This is an optimization exercise on Yosys and OpenROAD, whose aim is small area, a short achievable clock period and few clock cycles, not a production implementation. The RTL was checked by simulation tests, not by an equivalence proof against the original design.

==> inputs of build 93 <==
==> flow/design.v (excerpt) <==
module mkse (
    input  wire         clk,
    input  wire         rst_n,
    input  wire         cmd_valid,
    output wire         cmd_ready,
    input  wire [3:0]   cmd_op,
    input  wire [15:0]  cmd_now,
    output reg          rsp_valid,
    output reg  [2:0]   rsp_status,
    output reg          rsp_consumed,
    output reg  [7:0]   rsp_char,
    output reg  [8:0]   rsp_action,
    output reg  [6:0]   rsp_put_full_cnt,
    output reg  [3:0]   rsp_cfg_err,
    input  wire [15:0]  tick_in,
    output wire [7:0]   row_active,
    input  wire [7:0]   col_pressed,
    output wire         shift_ind,
    input  wire [3:0]   cfg_rows,
    input  wire [3:0]   cfg_cols,
    input  wire [6:0]   cfg_umap_len,
    input  wire [511:0] cfg_umap,
    input  wire         cfg_smap_present,
    input  wire [6:0]   cfg_smap_len,
    input  wire [511:0] cfg_smap,
    input  wire         cfg_shift_present,
    input  wire [7:0]   cfg_shift_char,
    input  wire         cfg_ind_present,
    input  wire [1:0]   cfg_policy,
    input  wire [15:0]  cfg_debounce,
    input  wire [15:0]  cfg_rdelay,
    input  wire [15:0]  cfg_rtime,
    input  wire [4:0]   cfg_qcap
);
clock: 10.0 ns
lec_check: 0
cap_margin: 20
core_margin: 2
core_utilization: 55
slew_margin: 20
standard.sh (not shown) runs the stock make flow with config.mk's settings and CLKGATE_MAP_FILE= SYNTH_SCRIPT=/design/flow/synth_recipe.tcl, a recipe that flattens the netlist after the stock synthesis.
==> flow/flow/run.sh <==
#!/bin/bash
# Layout flow: the standard ORFS flow (standard.sh, synthesis unchanged)
# with two knobs changed: the port buffers are buf_2 cells instead of the
# resizer's default pick, and setup repair aims for a larger slack margin.
# make's full output goes to flow_make.log in the work folder; ORFS keeps
# each step's own log under orfs/logs.
set -euo pipefail
bash standard.sh \
    SETUP_SLACK_MARGIN=6.5 \
    "BUFFER_PORTS_ARGS=-buffer_cell sky130_fd_sc_hd__buf_2" \
    finish > flow_make.log 2>&1
==> inputs of build 7, as changes to build 93 <==
--- a/flow/design.v
+++ b/flow/design.v
@@ -1,72 +1,66 @@
 module mkse_cell_step (
     input  wire [1:0]  st,
     input  wire [15:0] t,
     input  wire        p,
     input  wire [15:0] now,
     input  wire [15:0] nowmd,    
-    input  wire [14:0] dp,       
-    input  wire [13:0] rt,       
+    input  wire [15:0] dp,       
+    input  wire [15:0] rt,       
     output wire [1:0]  st_n,
     output wire [15:0] t_n,
     output wire        emit,
     output wire [1:0]  kind
 );
-    function automatic ge15(input [14:0] a, input [14:0] b);
-        reg [15:0] g, q;
-        integer s, i;
-        begin
-            g = {1'b0, a & ~b};
-            g[0] = a[0] | ~b[0];
-            q = {1'b1, a | ~b};
-            for (s = 1; s < 16; s = s * 2)
-                for (i = 0; i < 16; i = i + 2 * s) begin
-                    g[i] = g[i + s] | (q[i + s] & g[i]);
-                    q[i] = q[i + s] & q[i];
-                end
-            ge15 = g[0];
-        end
-    endfunction
-    function automatic [15:0] add16(input [15:0] a, input [15:0] b);
-        reg [15:0] g, q, x;
-        integer s, i;
-        begin
-            x = a ^ b;
-            g = a & b;
-            q = x;
-            for (s = 1; s < 16; s = s * 2)
-                for (i = 0; i < 16; i = i + 1)
-                    if ((i / s) % 2 == 1) begin
-                        g[i] = g[i] | (q[i] & g[(i / s) * s - 1]);
-                        q[i] = q[i] & q[(i / s) * s - 1];
-                    end
-            add16 = x ^ {g[14:0], 1'b0};
-        end
-    endfunction
     wire s_rel  = (st == 2'd0);
     wire s_pdeb = (st == 2'd1);
     wire s_pr   = (st == 2'd2);
-    wire [15:0] cn  = st[0] ? nowmd : now;
-    wire        due = cn[15] ^ t[15] ^ ge15(cn[14:0], t[14:0]);
-    wire [15:0] adv  = add16(t, st[0] ? {1'b0, dp} : {2'b00, rt});
-    wire [15:0] base = s_rel ? now : t;
-    wire        upd  = due & (s_pdeb | (s_pr & p));
-    reg [1:0] st1, st0;
+    wire s_rdeb = (st == 2'd3);
+    wire [15:0] dnv = now - t;
+    wire [15:0] ddv = nowmd - t;
+    wire dn = ~dnv[15];
+    wire dd = ~ddv[15];
+    wire [15:0] adv = t + (s_pdeb ? dp : rt);
+    reg [1:0]  st1;
+    reg [15:0] t1;
+    reg        e1;
+    reg [1:0]  st0;
+    reg [15:0] t0;
+    reg        e0;
     always @(*) begin
+        st1 = st; t1 = t; e1 = 1'b0;
+        st0 = st; t0 = t; e0 = 1'b0;
         case (st)
-            2'd0: begin st1 = 2'd1;                st0 = 2'd0;                end
-            2'd1: begin st1 = due ? 2'd2 : 2'd1;  st0 = due ? 2'd2 : 2'd1;  end
-            2'd2: begin st1 = 2'd2;                st0 = 2'd3;                end
-            default: begin st1 = due ? 2'd0 : 2'd3; st0 = due ? 2'd0 : 2'd3; end
+            2'd0: begin
+                st1 = 2'd1; t1 = now; e1 = 1'b1;
+            end
+            2'd1: begin
+                if (dd) begin
+                    st1 = 2'd2; t1 = adv;
+                    st0 = 2'd2; t0 = adv;
+                end
+            end
+            2'd2: begin
+                if (dn) begin
+                    t1 = adv; e1 = 1'b1;
+                end
+                st0 = 2'd3; e0 = 1'b1;
+            end
+            default: begin
+                if (dd) begin
+                    st1 = 2'd0;
+                    st0 = 2'd0;
+                end
+            end
         endcase
     end
     assign st_n = p ? st1 : st0;
-    assign t_n  = upd ? adv : base;
-    assign emit = p ? (s_rel | (s_pr & due)) : s_pr;
+    assign t_n  = p ? t1 : t0;
+    assign emit = p ? e1 : e0;
     assign kind = p ? (s_rel ? 2'd0 : 2'd2) : 2'd1;
 endmodule
 module mkse (
     input  wire         clk,
     input  wire         rst_n,
     input  wire         cmd_valid,
     output wire         cmd_ready,
     input  wire [3:0]   cmd_op,
@@ -123,59 +117,36 @@
     reg         cmd_ready_r;
     reg         cfg1;           
     reg         scanning;
     reg         rowok;          
     reg  [7:0]  row_r;
     reg  [3:0]  rc;             
     reg  [5:0]  base;           
     reg  [15:0] now_r;
-    reg  [15:0] nowmd_r;        
-    reg         shind_r;
     reg  [3:0]  rows, cols;
     reg  [6:0]  ulen, slen;
     reg         spres, shpres, ind, big;
     reg  [1:0]  policy;
     reg  [7:0]  shift_char;
     reg  [4:0]  qcap;
     reg  [13:0] deb, rtm;
     reg  [14:0] dp;             
     reg  [3:0]  cap1;           
     reg  [7:0]  colmask, rowmask;
     reg  [511:0] umap, smap;
     reg  [143:0] qb;
     reg  [3:0]  qw, qr, qn;
-    reg  [8:0]  hd;             
     reg  [7:0]  pend;
     reg  [15:0] pkind;
     reg  [5:0]  pbase;
     assign cmd_ready  = cmd_ready_r;
     assign row_active = row_r;
-    assign shift_ind  = shind_r;
+    assign shift_ind  = ready & ind & latch;
     wire accept = cmd_valid & cmd_ready_r & rst_n;
-    wire cfg_load = cmd_valid & cmd_ready_r & op_cfg;
-    wire [15:0] now_in = cmd_op[0] ? tick_in : cmd_now;
-    function automatic [15:0] sub16(input [15:0] a, input [15:0] b);
-        reg [15:0] g, q, x, nb;
-        integer s, i;
-        begin
-            nb = ~b;
-            x = a ^ nb;
-            g = a & nb;
-            g[0] = a[0] | nb[0];
-            q = x;
-            for (s = 1; s < 16; s = s * 2)
-                for (i = 0; i < 16; i = i + 1)
-                    if ((i / s) % 2 == 1) begin
-                        g[i] = g[i] | (q[i] & g[(i / s) * s - 1]);
-                        q[i] = q[i] & q[(i / s) * s - 1];
-                    end
-            sub16 = x ^ {g[14:0], 1'b1};
-        end
-    endfunction
     wire op_ill  = cmd_op[3] | (cmd_op[2:0] == 3'd7);
     wire op_nop  = (cmd_op == 4'd0);
     wire op_cfg  = (cmd_op == 4'd1);
     wire op_scan = (cmd_op[3:1] == 3'b001);
     wire op_deq  = (cmd_op[3:1] == 3'b010);
     wire op_nk   = (cmd_op == 4'd4);
     wire op_na   = (cmd_op == 4'd5);
     wire op_clr  = (cmd_op == 4'd6);
@@ -197,17 +168,17 @@
         else if (policy != POL_OFF && !shpres)
             code = 4'd7;
         else if (policy != POL_OFF && !spres)
             code = 4'd8;
         else
             code = 4'd0;
     end
     always @(posedge clk) begin
-        if (cfg_load) begin
+        if (accept && op_cfg) begin
             rows       <= cfg_rows;
             cols       <= cfg_cols;
             ulen       <= cfg_umap_len;
             slen       <= cfg_smap_len;
             spres      <= cfg_smap_present;
             shpres     <= cfg_shift_present;
             ind        <= cfg_ind_present;
             big        <= |{cfg_debounce[15:14], cfg_rdelay[15:14], cfg_rtime[15:14]};
@@ -228,35 +199,36 @@
         if (cfg1) begin
             cap1 <= qcap[3:0] - 4'd1;
             for (k = 0; k < 8; k = k + 1) begin
                 colmask[k] <= (k < cols);
                 rowmask[k] <= (k < rows);
             end
         end
     end
+    wire [15:0] nowmd = now_r - {2'b00, deb};
     wire        anyrow = |row_r;
     wire [7:0]  emit;
     wire [15:0] kinds;
     genvar c;
     generate
         for (c = 0; c < 8; c = c + 1) begin : g_lane
             reg  [143:0] cl;
             wire [1:0]   st_n;
             wire [15:0]  t_n;
             wire         em;
             wire [1:0]   kd;
             mkse_cell_step u_step (
                 .st    (cl[1:0]),
                 .t     (cl[17:2]),
                 .p     (col_pressed[c]),
                 .now   (now_r),
-                .nowmd (nowmd_r),
-                .dp    (dp),
-                .rt    (rtm),
+                .nowmd (nowmd),
+                .dp    ({1'b0, dp}),
+                .rt    ({2'b00, rtm}),
                 .st_n  (st_n),
                 .t_n   (t_n),
                 .emit  (em),
                 .kind  (kd)
             );
             assign emit[c]         = em & colmask[c] & anyrow;
             assign kinds[2*c +: 2] = kd;
             integer r;
@@ -288,27 +260,19 @@
     wire stall     = two_or_more(emit);
     wire prest_le1 = ~two_or_more(prest);
     wire drain     = scanning & ~rowok;
     wire fin       = rowok ? ((rc == 4'd7) & ~stall)
                            : (drain & (rc == 4'd8) & prest_le1);
     wire [7:0] pend_nx = rowok ? emit : prest;
     wire pend_nx_nz    = rowok ? |emit : |prest;
     wire full_now      = pv & nf;
-    wire nfx           = nf | (pv & nf1);
-    wire one_emit      = |emit & ~stall;
-    wire one_rest      = |prest & prest_le1;
-    wire full_last     = nfx & (rowok ? ((rc == 4'd7) & one_emit)
-                                      : ((rc == 4'd8) & one_rest));
-    wire [6:0] cnt_a   = rsp_put_full_cnt + {6'd0, full_now};
-    wire [6:0] cnt_b   = rsp_put_full_cnt + {6'd0, full_now} + 7'd1;
+    wire full_last     = fin & pend_nx_nz & (nf | (pv & nf1));
     wire start_scan = accept & ready & ~op_ill & op_scan;
-    wire [8:0] head      = hd;
-    wire [3:0] qr1       = qr + 4'd1;
-    wire [8:0] second    = qb[9*qr1 +: 9];
+    wire [8:0] head      = qb[9*qr +: 9];
     wire [5:0] head_idx  = head[8:3];
     wire [1:0] head_kind = head[1:0];
     wire [7:0] head_raw  = umap[8*head_idx +: 8];
     wire [7:0] head_shft = smap[8*head_idx +: 8];
     wire       head_is_shift = (policy != POL_OFF) && shpres &&
                                (head_raw == shift_char);
     reg        res_has_char;
     reg [7:0]  res_char;
@@ -328,20 +292,16 @@
         end else begin
             res_has_char = 1'b1;
             res_char     = (policy != POL_OFF && latch) ? head_shft : head_raw;
             if (policy == POL_ONESHOT)
                 res_latch = 1'b0;
         end
     end
     wire deq = accept & ready & ~op_ill & op_deq & ~q_empty;
-    wire deq_nk = accept & ready & op_nk & ~q_empty;
-    wire latch_nx = deq_nk ? res_latch : latch;
-    always @(posedge clk)
-        shind_r <= rst_n & ~cfg1 & ready & ind & latch_nx;
     always @(posedge clk) begin
         if (!rst_n) begin
             ready       <= 1'b0;
             latch       <= 1'b0;
             cmd_ready_r <= 1'b1;
             cfg1        <= 1'b0;
             scanning    <= 1'b0;
             rowok       <= 1'b0;
@@ -387,20 +347,18 @@
                     cmd_ready_r <= ~pend_nx_nz;
                 end
             end else if (pv) begin
                 cmd_ready_r <= ~|prest;
             end
         end
     end
     always @(posedge clk) begin
-        if (cmd_ready_r) begin
-            now_r   <= now_in;
-            nowmd_r <= sub16(now_in, {2'b00, deb});
-        end
+        if (cmd_ready_r)
+            now_r <= cmd_op[0] ? tick_in : cmd_now;
         if (start_scan) begin
             rc   <= 4'd0;
             base <= 6'd0;
         end else if (rowok) begin
             rc   <= rc + 4'd1;
             base <= base + {2'b00, cols};
         end
         if (rowok) begin
@@ -412,27 +370,22 @@
         if (cfg1 || (accept && ready && op_clr)) begin
             qw <= 4'd0;
             qr <= 4'd0;
             qn <= 4'd0;
         end else if (pv) begin
             qb[9*qw +: 9] <= entry;
             qw <= qw + 4'd1;
             if (nf)
-                qr <= qr1;
+                qr <= qr + 4'd1;
             else
                 qn <= qn + 4'd1;
-            if (q_empty || (nf && cap1 == 4'd1))
-                hd <= entry;
-            else if (nf)
-                hd <= second;
         end else if (deq) begin
-            qr <= qr1;
+            qr <= qr + 4'd1;
             qn <= qn - 4'd1;
-            hd <= second;
         end
     end
     always @(posedge clk) begin
         rsp_status       <= 3'd0;
         rsp_consumed     <= 1'b0;
         rsp_char         <= 8'd0;
         rsp_action       <= 9'd0;
         rsp_cfg_err      <= 4'd0;
@@ -457,12 +410,12 @@
                     end else if (res_has_char) begin
                         rsp_char <= res_char;
                     end else begin
                         rsp_status <= ST_NONE;
                     end
                 end
             end
         end else if (scanning) begin
-            rsp_put_full_cnt <= full_last ? cnt_b : cnt_a;
+            rsp_put_full_cnt <= rsp_put_full_cnt + {6'd0, full_now} + {6'd0, full_last};
         end
     end
 endmodule
==> flow/run.sh (new file) <==
#!/bin/bash
# synth_recipe.tcl (not shown) runs the flow's synth.tcl, then flattens the netlist and writes it again
# the make line also repeats each setting of config.mk as NAME=value (left out here)
make -C /OpenROAD-flow-scripts/flow DESIGN_CONFIG=/design/flow/config.mk WORK_HOME=/design/flow/orfs CLKGATE_MAP_FILE= SYNTH_SCRIPT=/design/flow/synth_recipe.tcl finish
CORE_UTILIZATION = 40   (was 55)
removed: flow/flow/run.sh
removed: flow/standard.sh
==> flow_metrics.tcl <==
set metrics [dict create \
    critPathTopFamily "compound AO/OA/AOI/OAI gates" \
    critical_path_buf_inv_count 4 \
    hold_end "g_lane[2].cl[99]" \
    status "complete, no violations" \
]
[end of results for build 7]
==> flow_metrics.tcl <==
set metrics [dict create \
    status "complete, no violations" \
    critical_path_buf_inv_count 8 \
    critPathTopFamily "multiplexers" \
    largest_reg_flops 1152 \
]
[end of results for build 93]
Testbench counts of build 93, summed over its fixed seeds: cycles 48,921.
Testbench counts of build 7, summed over its fixed seeds: cycles 48,921.

re-timing with driven ports:
In the flow no input, the clock included, has a driving cell. The finished layouts below were timed again as built, in two steps.
Step 1, drivers: a clkbuf_16 drives clk and a buf_2 each remaining input, both assumed.
Step 2, shift: input delay + t, output delay - t, t = (earliest + latest rising clock arrival at the registers) / 2. This alone moves slack from input paths to output paths.
a / b / c = no drivers / after step 1 / after step 2; a / b = the first two.
run	t (ns)	setup slack, ns	worst data-port slew with drivers (ns)	pins driven straight from the clock port
build 93	1.014	5.684 / 5.684 / 4.873	0.23	1
build 7	0.987	2.670 / 2.670 / 2.670	0.33	1
After both steps setup and hold are still met in every run listed. For build 93, which loses most, drivers alone change the setup slack by 0.000 ns; drivers and shift together by -0.811 ns.
